This is an optimization exercise on Yosys and OpenROAD, whose aim is small area, not a production implementation.
In this exercise RTL edits were held to simulation tests only and were not proved equivalent to the original.

==> design/flow/design.v <==
module mb_proto (
    input  wire        clk,
    input  wire        rst,
    input  wire        rx_valid,
    input  wire [7:0]  rx_data,
    output wire        rx_ready,
    output reg         tx_valid,
    output reg  [7:0]  tx_data,
    input  wire        tx_ready,
    input  wire        scan_busy,    
    output wire        cap_busy,     
    output reg         note_valid,
    output reg  [15:0] note_min,
    output reg  [15:0] note_sec,
    output reg         disp_valid
);
    localparam [1:0] S_RX = 2'd0, S_EXEC = 2'd1, S_TX = 2'd2;
    reg [511:0] ring;
    reg [5:0]   pos;            
    reg         clr;            
    wire [7:0]  tail = ring[7:0];
    reg  [7:0]  rv;             
    always @(*) begin
        case (pos)
            6'd4:  rv = 8'h07;           
            6'd5:  rv = 8'hB2;
            6'd7, 6'd9, 6'd11: rv = 8'h01;   
            default: rv = 8'h00;
        endcase
    end
    wire [7:0]  base = clr ? rv : tail;   
    wire        we;
    wire [7:0]  din  = we ? rx_data : base;
    reg [1:0]  st;
    reg [3:0]  idx;             
    reg [7:0]  rem;             
    reg        bad;             
    reg [31:0] ch;              
    reg        a_big;           
    reg [4:0]  a;
    reg        q_big;           
    reg [6:0]  q;
    reg        bc_ok;           
    reg [6:0]  j;               
    reg        chg;             
    reg        cap;             
    reg        cgo;             
    wire [7:0] fc   = ch[31:24];
    wire       fc03 = (fc == 8'h03);
    wire       fc06 = (fc == 8'h06);
    wire       fc10 = (fc == 8'h10);
    wire [5:0] aq    = {1'b0, a} + {1'b0, j[6:1]};
    wire [5:0] slot  = {aq[4:0], j[0]};
    wire       at_slot = (pos == slot);
    wire [7:0] sum_aq  = {3'b0, a} + {1'b0, q};
    wire       q_zero  = ~q_big & (q == 7'd0);
    wire       rng_bad = a_big | q_big | (sum_aq > 8'd32);
    wire       e03_rd  = fc03 & (q_zero | q_big | (q > 7'd125));
    wire       e02_rd  = fc03 & ~e03_rd & rng_bad;
    wire       e02_ws  = fc06 & a_big;
    wire       e03_wm  = fc10 & (q_zero | q_big | (q > 7'd123) | ~bc_ok);
    wire       e02_wm  = fc10 & ~e03_wm & rng_bad;
    wire       e01     = ~(fc03 | fc06 | fc10);
    wire       e02     = e02_rd | e02_ws | e02_wm;
    wire       exc     = e01 | e02 | e03_rd | e03_wm;
    wire       ok03    = fc03 & ~exc;
    wire       ok06    = fc06 & ~exc;
    wire       ok10    = fc10 & ~exc;
    wire       last_rx = (idx >= 4'd6) && (rem == 8'd1);
    wire       wr_byte = (fc06 & ~a_big & ((idx == 4'd10 & ~last_rx) | idx == 4'd11)) |
                         (ok10 & (idx == 4'd13) & (j != {q[5:0], 1'b0}));
    assign rx_ready = (st == S_RX) & ~cap & (~wr_byte | at_slot);
    wire   rx_fire  = rx_valid & rx_ready;
    assign we       = rx_fire & wr_byte;
    assign cap_busy = cap;
    wire       ring_ph = (ok03 & idx >= 4'd9) | (ok06 & idx >= 4'd10);
    wire       last_tx = ring_ph ? (ok03 ? (j == {q[5:0], 1'b0} - 7'd1) : j[0])
                                 : (exc ? (idx == 4'd8) : (idx == 4'd11));
    reg  [7:0] tbyte;
    always @(*) begin
        case (idx)
            4'd0: tbyte = ch[7:0];
            4'd1: tbyte = ch[15:8];
            4'd5: tbyte = exc ? 8'd3 : ok03 ? {q[5:0], 1'b0} + 8'd3 : 8'd6;
            4'd6: tbyte = ch[23:16];
            4'd7: tbyte = exc ? (fc | 8'h80) : fc;
            4'd8: tbyte = e01 ? 8'd1 : e02 ? 8'd2 : (exc ? 8'd3 : (ok03 ? {q[6:0], 1'b0} : 8'd0));
            4'd9: tbyte = {3'd0, a};
            4'd11: tbyte = {1'b0, q};
            default: tbyte = 8'd0;
        endcase
        if (ring_ph) tbyte = din;
    end
    wire tx_free = ~tx_valid | tx_ready;
    wire tx_load = (st == S_TX) & tx_free & (~cap | (pos[4:0] == 5'd0)) & (~ring_ph | at_slot);
    always @(posedge clk) begin
        ring <= {din, ring[511:8]};
        pos  <= pos + 6'd1;
        if (pos == 6'd63) clr <= 1'b0;
        note_valid <= 1'b0;
        if (cap & ~scan_busy & (pos == 6'd0)) cgo <= 1'b1;
        if (cgo | (cap & ~scan_busy & (pos == 6'd0))) begin
            case (pos[1:0])
                2'd0: note_min[15:8] <= din;
                2'd1: note_min[7:0]  <= din;
                2'd2: note_sec[15:8] <= din;
                2'd3: begin
                    note_sec[7:0] <= din;
                    cgo        <= 1'b0;
                    cap        <= 1'b0;
                    note_valid <= 1'b1;
                    disp_valid <= 1'b1;
                end
            endcase
        end
        if (tx_valid & tx_ready) tx_valid <= 1'b0;
        case (st)
            S_RX: if (rx_fire) begin
                if (idx != 4'd13) idx <= idx + 4'd1;
                if (idx >= 4'd6) rem <= rem - 8'd1;
                if (idx < 4'd10) j <= 7'd0;
                if (idx == 4'd0 || idx == 4'd1 || idx == 4'd6 || idx == 4'd7)
                    ch <= {rx_data, ch[31:8]};
                case (idx)
                    4'd0: chg <= 1'b0;
                    4'd2: bad <= (rx_data != 8'd0);
                    4'd3, 4'd4: bad <= bad | (rx_data != 8'd0);
                    4'd5: begin
                        bad <= bad | (rx_data < 8'd2) | (rx_data > 8'd253);
                        rem <= rx_data;
                    end
                    4'd8: a_big <= (rx_data != 8'd0);
                    4'd9: begin
                        a_big <= a_big | (rx_data[7:5] != 3'd0);
                        a     <= rx_data[4:0];
                    end
                    4'd10: q_big <= (rx_data != 8'd0);
                    4'd11: begin
                        q_big <= q_big | rx_data[7];
                        q     <= rx_data[6:0];
                    end
                    4'd12: bc_ok <= (rx_data == {q, 1'b0}) & (rem > rx_data);
                    default: ;
                endcase
                if (we) begin
                    j <= j + 7'd1;
                    if (pos[5:2] == 4'd0 && rx_data != base) chg <= 1'b1;
                end
                if (idx == 4'd6 && bad) begin
                    idx <= 4'd0;
                end else if (last_rx) begin
                    idx <= idx;
                    st  <= S_EXEC;
                end
            end
            S_EXEC: begin
                idx <= 4'd0;
                j   <= 7'd0;
                if (((fc03 | fc06) & idx <= 4'd10) | (fc10 & idx <= 4'd11)) begin
                    st <= S_RX;
                end else begin
                    st  <= S_TX;
                    cap <= chg;
                end
            end
            default: if (tx_load) begin
                tx_valid <= 1'b1;
                tx_data  <= tbyte;
                if (ring_ph) j <= j + 7'd1;
                else         idx <= idx + 4'd1;
                if (last_tx) begin
                    st  <= S_RX;
                    idx <= 4'd0;
                end
            end
        endcase
        if (rst) begin
            pos        <= 6'd0;
            clr        <= 1'b1;
            st         <= S_RX;
            idx        <= 4'd0;
            cap        <= 1'b0;
            cgo        <= 1'b0;
            tx_valid   <= 1'b0;
            note_valid <= 1'b0;
            disp_valid <= 1'b0;
        end
    end
endmodule
module disp_render (
    input  wire        disp_valid,
    input  wire [15:0] t_min,
    input  wire [15:0] t_sec,
    input  wire [1:0]  srow,
    input  wire [4:0]  col,
    output wire        pix
);
    function [4:0] glyph;
        input [3:0] d;
        input [2:0] r;
        reg [34:0] g;
        begin
            case (d)
                4'd0: g = {5'h0E, 5'h11, 5'h13, 5'h15, 5'h19, 5'h11, 5'h0E};
                4'd1: g = {5'h04, 5'h0C, 5'h04, 5'h04, 5'h04, 5'h04, 5'h0E};
                4'd2: g = {5'h0E, 5'h11, 5'h01, 5'h02, 5'h04, 5'h08, 5'h1F};
                4'd3: g = {5'h1F, 5'h02, 5'h04, 5'h02, 5'h01, 5'h11, 5'h0E};
                4'd4: g = {5'h02, 5'h06, 5'h0A, 5'h12, 5'h1F, 5'h02, 5'h02};
                4'd5: g = {5'h1F, 5'h10, 5'h1E, 5'h01, 5'h01, 5'h11, 5'h0E};
                4'd6: g = {5'h06, 5'h08, 5'h10, 5'h1E, 5'h11, 5'h11, 5'h0E};
                4'd7: g = {5'h1F, 5'h01, 5'h02, 5'h04, 5'h08, 5'h08, 5'h08};
                4'd8: g = {5'h0E, 5'h11, 5'h11, 5'h0E, 5'h11, 5'h11, 5'h0E};
                4'd9: g = {5'h0E, 5'h11, 5'h11, 5'h0F, 5'h01, 5'h02, 5'h0C};
                default: g = 35'd0;
            endcase
            glyph = g[34 - 5*r -: 5];
        end
    endfunction
    wire [9:0] m  = (t_min > 16'd999) ? 10'd999 : t_min[9:0];
    wire [5:0] s  = (t_sec > 16'd59)  ? 6'd59   : t_sec[5:0];
    reg [3:0] d;
    reg [2:0] gc;
    reg       on;
    always @(*) begin
        on = 1'b1;
        d  = 4'd0;
        gc = 3'd0;
        if (col <= 5'd4) begin
            d = m / 10'd100; gc = col[2:0];
        end else if (col >= 5'd6 && col <= 5'd10) begin
            d = (m / 10'd10) % 10'd10; gc = col - 5'd6;
        end else if (col >= 5'd12 && col <= 5'd16) begin
            d = m % 10'd10; gc = col - 5'd12;
        end else if (col >= 5'd21 && col <= 5'd25) begin
            d = s / 6'd10; gc = col - 5'd21;
        end else if (col >= 5'd27) begin
            d = s % 6'd10; gc = col - 5'd27;
        end else
            on = 1'b0;
    end
    wire [4:0] g0 = glyph(d, {1'b0, srow});
    wire [4:0] g1 = (srow == 2'd3) ? 5'd0 : glyph(d, {1'b1, srow});
    wire [4:0] gf = g0 | g1;
    assign pix = disp_valid & on & gf[3'd4 - gc];
endmodule
module scan_engine (
    input  wire       clk,
    input  wire       rst,
    input  wire       scan_tick,
    input  wire       hold,         
    output reg        busy,         
    output wire [4:0] col,
    input  wire       pix,
    output reg        panel_oe,
    output reg  [1:0] panel_addr,
    output wire       panel_data,
    output wire       panel_clk,
    output wire       panel_lat
);
    reg       pend;                 
    reg [6:0] k;                    
    assign col        = k[5:1];
    assign panel_data = pix;
    assign panel_clk  = busy & k[0] & ~k[6];
    assign panel_lat  = busy & k[6] & ~k[0];
    always @(posedge clk) begin
        if (rst) begin
            pend       <= 1'b0;
            busy       <= 1'b0;
            panel_oe   <= 1'b0;
            panel_addr <= 2'd3;
        end else begin
            if (scan_tick) begin
                panel_oe <= 1'b0;
                pend     <= 1'b1;
            end
            if (busy) begin
                k <= k + 7'd1;
                if (k[6] & k[0]) begin
                    busy     <= 1'b0;
                    panel_oe <= 1'b1;
                end
            end else if (pend & ~hold) begin
                pend       <= 1'b0;
                busy       <= 1'b1;
                k          <= 7'd0;
                panel_addr <= panel_addr + 2'd1;
            end
        end
    end
endmodule
module modbus_led (
    input  wire        clk,
    input  wire        rst,
    input  wire        rx_valid,
    input  wire [7:0]  rx_data,
    output wire        rx_ready,
    output wire        tx_valid,
    output wire [7:0]  tx_data,
    input  wire        tx_ready,
    output wire        log_valid,
    output wire [15:0] log_min,
    output wire [15:0] log_sec,
    input  wire        scan_tick,
    output wire        panel_oe,
    output wire [1:0]  panel_addr,
    output wire        panel_data,
    output wire        panel_clk,
    output wire        panel_lat
);
    wire       disp_valid;
    wire       scan_busy;
    wire       cap_busy;
    wire [4:0] col;
    wire       pix;
    mb_proto u_proto (
        .clk        (clk),
        .rst        (rst),
        .rx_valid   (rx_valid),
        .rx_data    (rx_data),
        .rx_ready   (rx_ready),
        .tx_valid   (tx_valid),
        .tx_data    (tx_data),
        .tx_ready   (tx_ready),
        .scan_busy  (scan_busy),
        .cap_busy   (cap_busy),
        .note_valid (log_valid),
        .note_min   (log_min),
        .note_sec   (log_sec),
        .disp_valid (disp_valid)
    );
    disp_render u_disp (
        .disp_valid (disp_valid),
        .t_min      (log_min),
        .t_sec      (log_sec),
        .srow       (panel_addr),
        .col        (col),
        .pix        (pix)
    );
    scan_engine u_scan (
        .clk        (clk),
        .rst        (rst),
        .scan_tick  (scan_tick),
        .hold       (cap_busy),
        .busy       (scan_busy),
        .col        (col),
        .pix        (pix),
        .panel_oe   (panel_oe),
        .panel_addr (panel_addr),
        .panel_data (panel_data),
        .panel_clk  (panel_clk),
        .panel_lat  (panel_lat)
    );
endmodule
==> design/flow/run.sh <==
#!/bin/bash
# synth_recipe.tcl (not shown) runs the flow's synth.tcl, then flattens the netlist and writes it again
# the make line also repeats each setting of config.mk as NAME=value (left out here)
make -C /OpenROAD-flow-scripts/flow DESIGN_CONFIG=/design/flow/config.mk WORK_HOME=/design/flow/orfs CLKGATE_MAP_FILE= SYNTH_SCRIPT=/design/flow/synth_recipe.tcl finish
==> design/flow/config.mk <==
export PLATFORM = sky130hd
export DESIGN_NAME = modbus_led
export DESIGN_NICKNAME = modbus_led
export VERILOG_FILES = /design/flow/design.v
export SDC_FILE = /design/flow/constraint.sdc
export NUM_CORES = 4
export LEC_CHECK = 0
export CAP_MARGIN = 20
export CORE_MARGIN = 2
export CORE_UTILIZATION = 40
export SLEW_MARGIN = 20
==> design/flow/constraint.sdc <==
create_clock -name core_clock -period 10.0 [get_ports {clk}]
set_input_delay 2.0000 -clock core_clock [delete_from_list [all_inputs] [get_ports {clk}]]
set_output_delay 2.0000 -clock core_clock [all_outputs]
set_load 0.01 [all_outputs]
==> results.py <==
metrics = {
    "status": {
        "outcome": "complete, but fails checks",
        "violations": "setup timing",
    },
    "clock_tree": {
        "clkLatencyLatePin_ns": 0.61,
        "cts_hold_buf": 0,
        "cts-root-buf": "clkbuf_16",
        "cts_buffer_depth": 3,
        "cts_buffers": 56,
        "htreeDepth": 2,
        "cts_tree": "yes",
        "cts_sinks": 646,
        "clk_transition_reported_paths_ns": 0.07,
    },
    "logic_synthesis": {
        "synth_area_sq_um": 23100,
        "syn_inst": 2061,
        "synth.most_common_cell": "dfxtp_1",
        "synth_top_area_share_pct": 46.3,
        "synthDistinctLibCells": 115,
        "ys_seq_elements": 646,
        "ys.flop_type": "dfxtp_1",
        "synth_common_cells": "dfxtp_1 (535), nor2_1 (152), nand2_1 (116), edfxtp_1 (111), a21oi_1 (94)",
        "yosys_warnings": 3,
        "syn_area_per_cell_sq_um": 11.2,
        "synth_nets": 2145,
        "synth_edf_count": 111,
        "ys_async_sr_fraction_pct": 0,
        "yosys-top-cells-area": "dfxtp_1 (46%), edfxtp_1 (14%), ha_1 (3.7%)",
        "ys_seq_area_share_pct": 60.7,
        "yosysTopAreaCell": "dfxtp_1",
    },
    "setup_path": {
        "crit_path_start": "u_proto.note_min[15]",
        "worstPathRequired_ns": 8.00,
        "crit-reg2reg-launch": "u_proto.q[2]",
        "crit_path_top_delay_cell": "or4_4",
        "startpoint_type": "register",
        "cp_max_fo": 6,
        "cp-end-kind": "primary output",
        "r2r-end": "u_proto.idx[0]",
        "crit_end": "panel_data",
        "max_stage_delay_ns": 0.54,
        "r2r_slack_ns": 3.61,
        "arrival_ns": 8.66,
        "crit_type": "register to primary output",
        "r2r_cells": 20,
    },
    "sta": {
        "hold-worst-slack_ns": 0.311,
        "finalSetupViolations": 1,
        "fin_worst_skew_ns": 0.0327,
        "slew_headroom_pct": 13.9,
        "setup_ws_ns": -0.657,
        "hold_violations": 0,
        "fmax_mhz": 93.8,
        "min_period_ns": 10.66,
        "rsz0062_at_grt": "yes",
        "slew_violations": 0,
        "tightest_slew_ns": 1.29,
        "fin_crit_sh_pct": 107,
    },
    "route": {
        "drt_wl_total_um": 57600,
        "drt_iter0_markers": 1114,
        "viasPerCell": 5.37,
        "postRouteAntennaNets": 0,
        "dr_total_vias": 17000,
        "drtPass1Iterations": 5,
        "drc_errors": 0,
        "wl_per_cell_um": 18.2,
    },
    "placed_design": {
        "portBuffers": 61,
        "dp_cells": 3024,
        "dp_hpwl_um": 40800,
        "place_congestion": 0.916,
    },
    "power_and_ir_drop": {
        "p_per_area_nw_per_um2": 189,
        "p_sw_mw": 1.28,
        "p_seq_share_pct": 50.3,
        "netSwitchingFraction_pct": 23.6,
        "leakage_nw": 11.2,
        "power.internal_mw": 4.15,
        "power_mw": 5.43,
        "power_frac_clock_pct": 39.1,
        "vdd_drop_max_uv": 129,
        "power_frac_comb_pct": 10.6,
    },
    "final_layout": {
        "areaGrowthSynthToFinish_pct": 24.1,
        "fin_util_pct": 50.0,
        "instances_no_fill": 3159,
        "fin_nets": 2432,
        "drive_above_1_share_pct": 20.6,
        "antenna_cells": 0,
    },
    "global_routing": {
        "grt_pass1_wl_um": 90300,
        "grt_use_total_pct": 19.0,
        "gr-total-overflow": 0,
        "grt_pass1_vias": 16400,
        "antenna_found_initial": 0,
        "grt_max_degree": 47,
    },
    "hold_path": {
        "hold_class": "register to register",
    },
    "floorplanning": {
        "initial_utilization_pct": 40.3,
        "rows": 88,
        "die-height_um": 245,
        "die_area_sq_um": 59800,
        "die_w_um": 245,
        "core_area_sq_um": 57500,
        "num_io_pins": 62,
    },
    "flow_run": {
        "cap_violations": 0,
    },
}
[cells by family (layout without fill, tap and decap cells)]
group / count (synthesis) / after routing / synth area share (%)
AO/OA/AOI/OAI: 498 / 499 / 15.5
XOR/XNOR: 77 / 77 / 2.98
buffers and inverters: 172 / 504 / 3.06
multiplexers: 33 / 33 / 1.57
flip-flops: 646 / 646 / 60.7
AND/OR/NAND/NOR: 561 / 561 / 12.2
adder cells (fa/ha/maj): 74 / 74 / 4.04
[layout by cell type (no fill, tap or decap), types with 12 or more instances in the layout]
cell	synthesis	layout
a22oi_1	18	17
nand2_1	116	114
nor4_1	19	16
nand3_1	57	56
dfxtp_1	535	535
edfxtp_1	111	111
o31ai_1	17	15
mux2i_1	18	15
clkbuf_16	0	59
nand4_1	29	29
buf_4	3	253
ha_1	69	60
clkinv_2	1	13
a31oi_1	26	22
xor2_1	27	27
o21ai_0	86	83
nor3_1	42	40
xnor2_1	48	46
and2_1	20	20
nand2b_1	15	14
o22ai_1	13	12
inv_1	72	69
a21o_1	15	14
o211ai_1	20	20
and3_1	19	19
nor2_1	152	147
a211oi_1	19	14
clkdlybuf4s50_1	0	60
a21oi_1	94	93
mux2_2	13	13
nor2b_1	21	21
[sequential cells by signal (all words and copies together) (netlist names), 2 cells and up]
register,count
u_proto.st,2
u_scan.k,7
u_scan.panel_addr,2
u_proto.ch,32
u_proto.tx_data,8
u_proto.pos,6
u_proto.rem,8
u_proto.idx,4
u_proto.j,7
u_proto.note_min,16
u_proto.ring,512
u_proto.a,5
u_proto.note_sec,16
u_proto.q,7
[worst max-delay path, delay by kind of cell, from the launching register on]
family	cells	cell delay, ns
compound gates	20	4.32
fa+ha+maj	3	0.50
buf+inv	7	0.86
flops	1	0.39
simple gates	9	1.98
[how the worst min path moves through the flow]
stage	from	endpoint	slack [ns]	cells after the start
after global placement	u_proto.ring[421]	u_proto.ring[413]	0.31	0
after floorplan	u_proto.ring[8]	u_proto.ring[0]	0.31	0
after CTS	u_proto.ring[481]	u_proto.ring[473]	0.31	0
final	u_proto.ring[10]	u_proto.ring[2]	0.31	0
after global routing	u_proto.ring[10]	u_proto.ring[2]	0.32	0
after detailed placement	u_proto.ring[358]	u_proto.ring[350]	0.31	0
[final cells by class]
class | count | area [sq um]
sequential | 646 | 14000
tap | 765 | 957
timing repair buffer | 324 | 2640
fill | 5134 | 28800
inverter | 76 | 297
clock inverter | 31 | 308
clock buffer | 73 | 1570
multi-input combinational | 1244 | 8910
[metal layers]
metal / GRT usage [%] / wire, um / vias up
li1: - / - / 8081
met1: 25.6 / 25800 / 8148
met2: 29.8 / 25700 / 600
met3: 3.49 / 3810 / 139
met4: 8.14 / 2320 / 0
met5: 0 / 0 / -
[power groups by stage]
stage	Sequential [mW]	Combinational (mW)	Clock [mW]
detailed placement	2.79	0.525	0
global placement	2.79	0.532	0
global route	2.74	0.613	2.29
CTS	2.73	0.538	2.19
finish	2.73	0.574	2.12
floorplan	2.78	0.315	0
[through the flow]
step                      area (sq um)  setup slack (ns)  setup TNS, ns
after detailed placement         26200            -0.779         -0.779
after global routing             28700             -1.08          -1.08
after floorplan                  23300            -0.119         -0.119
after global placement           26200            -0.739         -0.739
after CTS                        28500            -0.674         -0.674
final                            28700            -0.657         -0.657
[repair_timing]
action,CTS,global route
cloned,1,0
resized for setup,54,29
buffers inserted,22,8
endpoints found under the setup margin,1,1
pin swaps,45,31
hold endpoints to repair,0,0

-- afterwards: timing with drivers on the ports --
No port has a modelled driver above. Below, the same layout with a new extraction and two added sets of constraints. Step 1 sets driving cells, clkbuf_16 on the clock port and buf_2 on the other inputs (assumed; they add their load-dependent delay and slew). Step 2 also shifts input and output timing later by t, the mid clock arrival at the registers, as if the neighbouring blocks saw the same clock. Slacks: ideal ports / drivers / drivers and shift; pairs: ideal ports / drivers.
shift t [ns]: 0.647
setup WS [ns]: -0.657 / -0.709 / -0.062
worst setup path at the end: register to output
slew at the worst register clock pin (ns): 0.07 / 0.07
pins driven straight from the clock port: 1
The setup slack of this run moves by -0.052 ns with the drivers and by +0.595 ns with both steps.
